Context: an optimization exercise on an open-source flow, tuned for small area. The choices shown serve that exercise and are no tape-out recipe.
Where RTL was checked, it was by simulation tests only, not by an equivalence proof against the original.
Power is estimated from default activity; no workload was simulated.

Setup of the reference run:
==> flow/design.v (excerpt) <==
module sector_reader (
  input  wire        clk,
  input  wire        rst,
  input  wire        cmd_valid,
  input  wire [2:0]  cmd_op,
  input  wire [7:0]  cmd_c,
  input  wire [7:0]  cmd_h,
  input  wire [7:0]  cmd_r,
  input  wire [7:0]  cmd_n,
  input  wire        stop,
  input  wire        mfm,
  input  wire        skip,
  input  wire [7:0]  gap,
  input  wire [1:0]  scan_cond,
  input  wire [7:0]  scan_byte,
  input  wire        scan_over,
  input  wire        sink_ovr,
  input  wire        poll,
  input  wire        bit_in,
  input  wire        index,
  input  wire        phys_ok,
  output wire        busy,
  output reg         data_valid,
  output wire [7:0]  data_byte,
  output reg         done,
  output reg  [3:0]  done_code,
  output reg         wrong_am,
  output wire [7:0]  id_c,
  output wire [7:0]  id_h,
  output wire [7:0]  id_r,
  output wire [7:0]  id_n,
  output wire [15:0] id_crc,
  output wire [7:0]  err_bits,
  output wire        cmp_match
);
  localparam [2:0] PH_IDLE = 3'd0;
  localparam [2:0] PH_SNF  = 3'd1;
  localparam [2:0] PH_SPIN = 3'd2;
  localparam [2:0] PH_TAIL = 3'd3;    
  localparam [2:0] PH_FID  = 3'd4;
  localparam [2:0] PH_RID  = 3'd5;
  localparam [2:0] PH_FDA  = 3'd6;
  localparam [2:0] PH_DATA = 3'd7;    
  localparam [2:0] F_RD   = 3'd0;
  localparam [2:0] F_RDD  = 3'd1;
  localparam [2:0] F_VFY  = 3'd2;
  localparam [2:0] F_SCAN = 3'd3;
  localparam [2:0] F_RSID = 3'd4;
  localparam [2:0] F_RT   = 3'd5;
  localparam [3:0] SIG_FINISHREAD    = 4'd1;
  localparam [3:0] SIG_TRACKFINISH   = 4'd2;
  localparam [3:0] SIG_FINISHCOMPARE = 4'd3;
  localparam [3:0] SIG_SECTORID      = 4'd4;
  localparam [3:0] SIG_HEADERCRC     = 4'd6;
  ...
Size in the first run: ~670 cells after synthesis, ~140 I/O pins.
export LEC_CHECK = 0
export CAP_MARGIN = 20
export CORE_MARGIN = 2
export CORE_UTILIZATION = 65
export PLACE_DENSITY = 0.8
export SLEW_MARGIN = 20
export BUFFER_PORTS_ARGS = -buffer_cell sky130_fd_sc_hd__buf_1
export CTS_ARGS = -sink_clustering_enable -repair_clock_nets -dont_use_dummy_load -buf_list sky130_fd_sc_hd__clkbuf_8
create_clock -name core_clock -period 8.0 [get_ports {clk}]
standard.sh (not shown) runs the stock make flow with config.mk's settings and CLKGATE_MAP_FILE= SYNTH_SCRIPT=/design/flow/synth_recipe.tcl, a recipe that flattens the netlist after the stock synthesis.
==> flow/flow/run.sh <==
#!/bin/bash
# Standard ORFS layout (the standard.sh, standard synthesis unchanged) with
# two layout choices: the port buffers are the smallest buffer cell, and clock
# tree synthesis uses smaller clock buffers without dummy loads.
set -euo pipefail
cat >> config.mk <<'EOC'
export BUFFER_PORTS_ARGS = -buffer_cell sky130_fd_sc_hd__buf_1
export CTS_ARGS = -sink_clustering_enable -repair_clock_nets -dont_use_dummy_load -buf_list sky130_fd_sc_hd__clkbuf_8
EOC
bash standard.sh finish > standard.log 2>&1
### the reference run -> the trial run
--- a/flow/design.v
+++ b/flow/design.v
@@ -161,19 +161,19 @@
     if (&scan_byte)
       scan_sat = 1'b1;
     else if (scan_cond == 2'd0)
       scan_sat = scan_eq;
     else if (scan_cond == 2'd1)
       scan_sat = scan_lt | scan_eq;
     else
       scan_sat = ~scan_lt;
   end
-  wire idb_mis = (dec != idr[31:24]);
+  wire idb_diff = bit_in ^ idr[31];     
   wire last_data = cin & idr[8];      
   wire [14:0] len_start;
   genvar gi;
   generate
     for (gi = 0; gi < 15; gi = gi + 1) begin : g_len
       if (gi < 7) begin : g_lo
         assign len_start[gi] = 1'b0;
       end else begin : g_hi
         assign len_start[gi] = (idr[3:0] <= gi - 7);
@@ -252,47 +252,45 @@
               grid3  = (sync == 2'd3);
             end
           end
           if (ph == PH_FID)
             hit_w = grid3 & w_idam;
           else begin
             hit_w = grid3 & (is_rdd ? w_ddam : w_dam);
             hit_o = grid3 & (is_rdd ? w_dam  : w_ddam);
           end
+          if (ph == PH_FID)
+            crc_n = mfm ? C_MFM_IDAM : C_FM_IDAM;
+          else if (w_ddam)
+            crc_n = mfm ? C_MFM_DDAM : C_FM_DDAM;
+          else
+            crc_n = mfm ? C_MFM_DAM : C_FM_DAM;
+          bad_n    = 1'b0;
+          allsat_n = 1'b1;
           if (hit_w || (hit_o && !skip)) begin
             cnt_n    = 7'd0;
             if (ph == PH_FDA)
               idr_n[23:8] = {1'b1, len_start};
-            bad_n    = 1'b0;
-            allsat_n = 1'b1;
             wam_n    = hit_o;
             ph2      = (ph == PH_FID) ? PH_RID : PH_DATA;
-            if (ph == PH_FID)
-              crc_n = mfm ? C_MFM_IDAM : C_FM_IDAM;
-            else if (is_rdd ^ hit_o)
-              crc_n = mfm ? C_MFM_DDAM : C_FM_DDAM;
-            else
-              crc_n = mfm ? C_MFM_DAM : C_FM_DAM;
           end else if (hit_o) begin
             ph2 = PH_FID;
           end
         end
         PH_RID: begin
           if (cnt[0] && cnt[6])
             bad_n = bad | crc_diff;
-          if (bnd && !cnt[6]) begin
-            idr_n = {idr[23:0], is_rsid ? dec : idr[31:24]};
-            if (cnt[5:4] == 2'd0) begin
-              sync_n   = {idb_mis & ~(&dec), idb_mis & (&dec)};
-              allsat_n = 1'b1;
-            end else if (!(cnt[5:4] == 2'd2 && is_rt)) begin
-              allsat_n = allsat & ~idb_mis;
-            end
+          if (cnt[0] && !cnt[6]) begin
+            idr_n = {idr[30:0], is_rsid ? bit_in : idr[31]};
+            if (cnt[5:4] == 2'd0)
+              sync_n = {sync[1] | ~bit_in, sync[0] | idb_diff};
+            else if (!(cnt[5:4] == 2'd2 && is_rt))
+              allsat_n = allsat & ~idb_diff;
           end
           if (bnd && cnt[6] && cnt[4]) begin
             sync_n = 2'd0;
             if (bad_n) begin
               if (is_rt) begin
                 e0_n = 1'b1;
                 ph2  = PH_FDA;
               end else if (is_rsid) begin
                 ph2  = PH_FID;
@@ -301,23 +299,23 @@
                 cls_n  = CL_ID;
                 ph2    = PH_IDLE;
               end
             end else begin
               idf_n = 1'b1;
               if (is_rsid) begin
                 dn_n   = 1'b1;
                 cls_n  = CL_ID;
                 ph2    = PH_IDLE;
-              end else if (sync == 2'd0 && allsat) begin
+              end else if (!sync[0] && allsat) begin
                 ph2 = PH_FDA;
               end else begin
-                e3_n = e3 | sync[0];
-                e4_n = e4 | sync[1];
+                e3_n = e3 | (sync[0] & ~sync[1]);
+                e4_n = e4 | (sync[0] & sync[1]);
                 ph2  = PH_FID;
               end
             end
           end
         end
         PH_DATA: begin
           if (bnd) begin
             if (is_scan) begin
               if (scan_over) begin
[summary]
- Diff the trial run..the reference run | maximum clock rate | negligible
- Status: layout-stage area growth over the synthesis result parity (the reference run, the trial run)
- On final worst-path cycle share, the trial run and the reference run are basically level.
- Relative to the reference run, the multi-input combinational gate total of the trial run is lower by 26.
- Between the trial run and the reference run, it is the trial run whose routed wire length is lower, by 10%.
- The trial run vs the reference run — height of the chip dropped slightly
- Diff the trial run and the reference run: part of the total power dissipated in the clock network higher in the trial run
- Delta (the trial run minus the reference run): post-synthesis instance area shows a reduction of about 2.5%; relative contribution of combinational cells to total power went down; relative contribution of sequential cells to total power shows no meaningful change; setup slack of the critical path after layout went down by 8.3 ps; average vias per placed instance decreased about 4.3%.
- The reference run was larger in final cell area than the trial run.
- The final reports for the trial run and the reference run show die area lower in the former.

== v9 ==
Starting RTL as in the previous note.
==> flow/config.mk <==
export PLATFORM = sky130hd
export DESIGN_NAME = sector_reader
export DESIGN_NICKNAME = sector_reader
export VERILOG_FILES = /design/flow/design.v
export SDC_FILE = /design/flow/constraint.sdc
export NUM_CORES = 4
export LEC_CHECK = 0
export CAP_MARGIN = 20
export CORE_MARGIN = 2
export CORE_UTILIZATION = 50
export PLACE_DENSITY = 0.65
export SLEW_MARGIN = 20
export BUFFER_PORTS_ARGS = -buffer_cell sky130_fd_sc_hd__buf_1
export CTS_ARGS = -sink_clustering_enable -repair_clock_nets -dont_use_dummy_load -buf_list sky130_fd_sc_hd__clkbuf_8
==> flow/constraint.sdc <==
create_clock -name core_clock -period 8.0 [get_ports {clk}]
set_input_delay 1.6000 -clock core_clock [delete_from_list [all_inputs] [get_ports {clk}]]
set_output_delay 1.6000 -clock core_clock [all_outputs]
set_load 0.01 [all_outputs]
Scripts as last shown in full above: flow/flow/run.sh
v9: no failed stages, no open violations at the end
> inputs changed (v9 -> v19)
-- flow/design.v --
<<< v9, line 259
            hit_o = grid3 & (is_rdd ? w_dam  : w_ddam);
          end
          if (hit_w || (hit_o && !skip)) begin
            cnt_n    = 7'd0;
            if (ph == PH_FDA)
              idr_n[23:8] = {1'b1, len_start};
            bad_n    = 1'b0;
            allsat_n = 1'b1;
            wam_n    = hit_o;
            ph2      = (ph == PH_FID) ? PH_RID : PH_DATA;
            if (ph == PH_FID)
              crc_n = mfm ? C_MFM_IDAM : C_FM_IDAM;
            else if (is_rdd ^ hit_o)
              crc_n = mfm ? C_MFM_DDAM : C_FM_DDAM;
            else
              crc_n = mfm ? C_MFM_DAM : C_FM_DAM;
          end else if (hit_o) begin
            ph2 = PH_FID;
>>> v19, line 259
            hit_o = grid3 & (is_rdd ? w_dam  : w_ddam);
          end
          if (ph == PH_FID)
            crc_n = mfm ? C_MFM_IDAM : C_FM_IDAM;
          else if (w_ddam)
            crc_n = mfm ? C_MFM_DDAM : C_FM_DDAM;
          else
            crc_n = mfm ? C_MFM_DAM : C_FM_DAM;
          bad_n    = 1'b0;
          allsat_n = 1'b1;
          if (hit_w || (hit_o && !skip)) begin
            cnt_n    = 7'd0;
            if (ph == PH_FDA)
              idr_n[23:8] = {1'b1, len_start};
            wam_n    = hit_o;
            ph2      = (ph == PH_FID) ? PH_RID : PH_DATA;
          end else if (hit_o) begin
            ph2 = PH_FID;
--- outcome ---
Reported for v9 and v19, clock sink count turned out identical to the last digit.
For clock network latency to the later pin of the worst-skew pair, v19 and v9 come out practically identical.
Diff v9 -> v19: area added between synthesis and finish saw a decrease; wire length reported by the detailed router went up 160 um.
Flip-flop and latch power delta (v9 -> v19): insignificant
v19 ended up with more standard cells than v9.
Between v9 and v19, the flow reports final instance area increasing by a few percent.
Compared with v9, in v19 first-pass GRT wire length went down 0.33%, static leakage dropped about 1.4%.
The RTL of v19 was laid out without a check of its function.

[re-timing with driven ports]
The results above use ideal ports. As a check the final layouts listed here were re-extracted and re-timed, cells and wires unchanged. Step 1 (the two cells are an assumption about what drives the block):
set clk [get_ports {clk}]
set_driving_cell -lib_cell sky130_fd_sc_hd__clkbuf_16 $clk
set_driving_cell -lib_cell sky130_fd_sc_hd__buf_2 [delete_from_list [all_inputs] $clk]
Step 2 also shifts input and output timing later by t, the mid clock arrival at the registers, as if the neighbouring blocks saw the same clock. a / b / c = no drivers / after step 1 / after step 2; a / b = the first two.
run	t, ns	setup WS [ns]	pins driven straight from the clock port
the reference run	0.393	3.771 / 3.780 / 3.387	1
the trial run	0.387	3.763 / 3.770 / 3.384	1
v9	0.407	3.824 / 3.840 / 3.433	1
v19	0.394	3.763 / 3.777 / 3.383	1
After both steps setup and hold are still met in every run listed. For v9, which loses most, drivers alone change the setup slack by +0.016 ns; drivers and shift together by -0.391 ns.
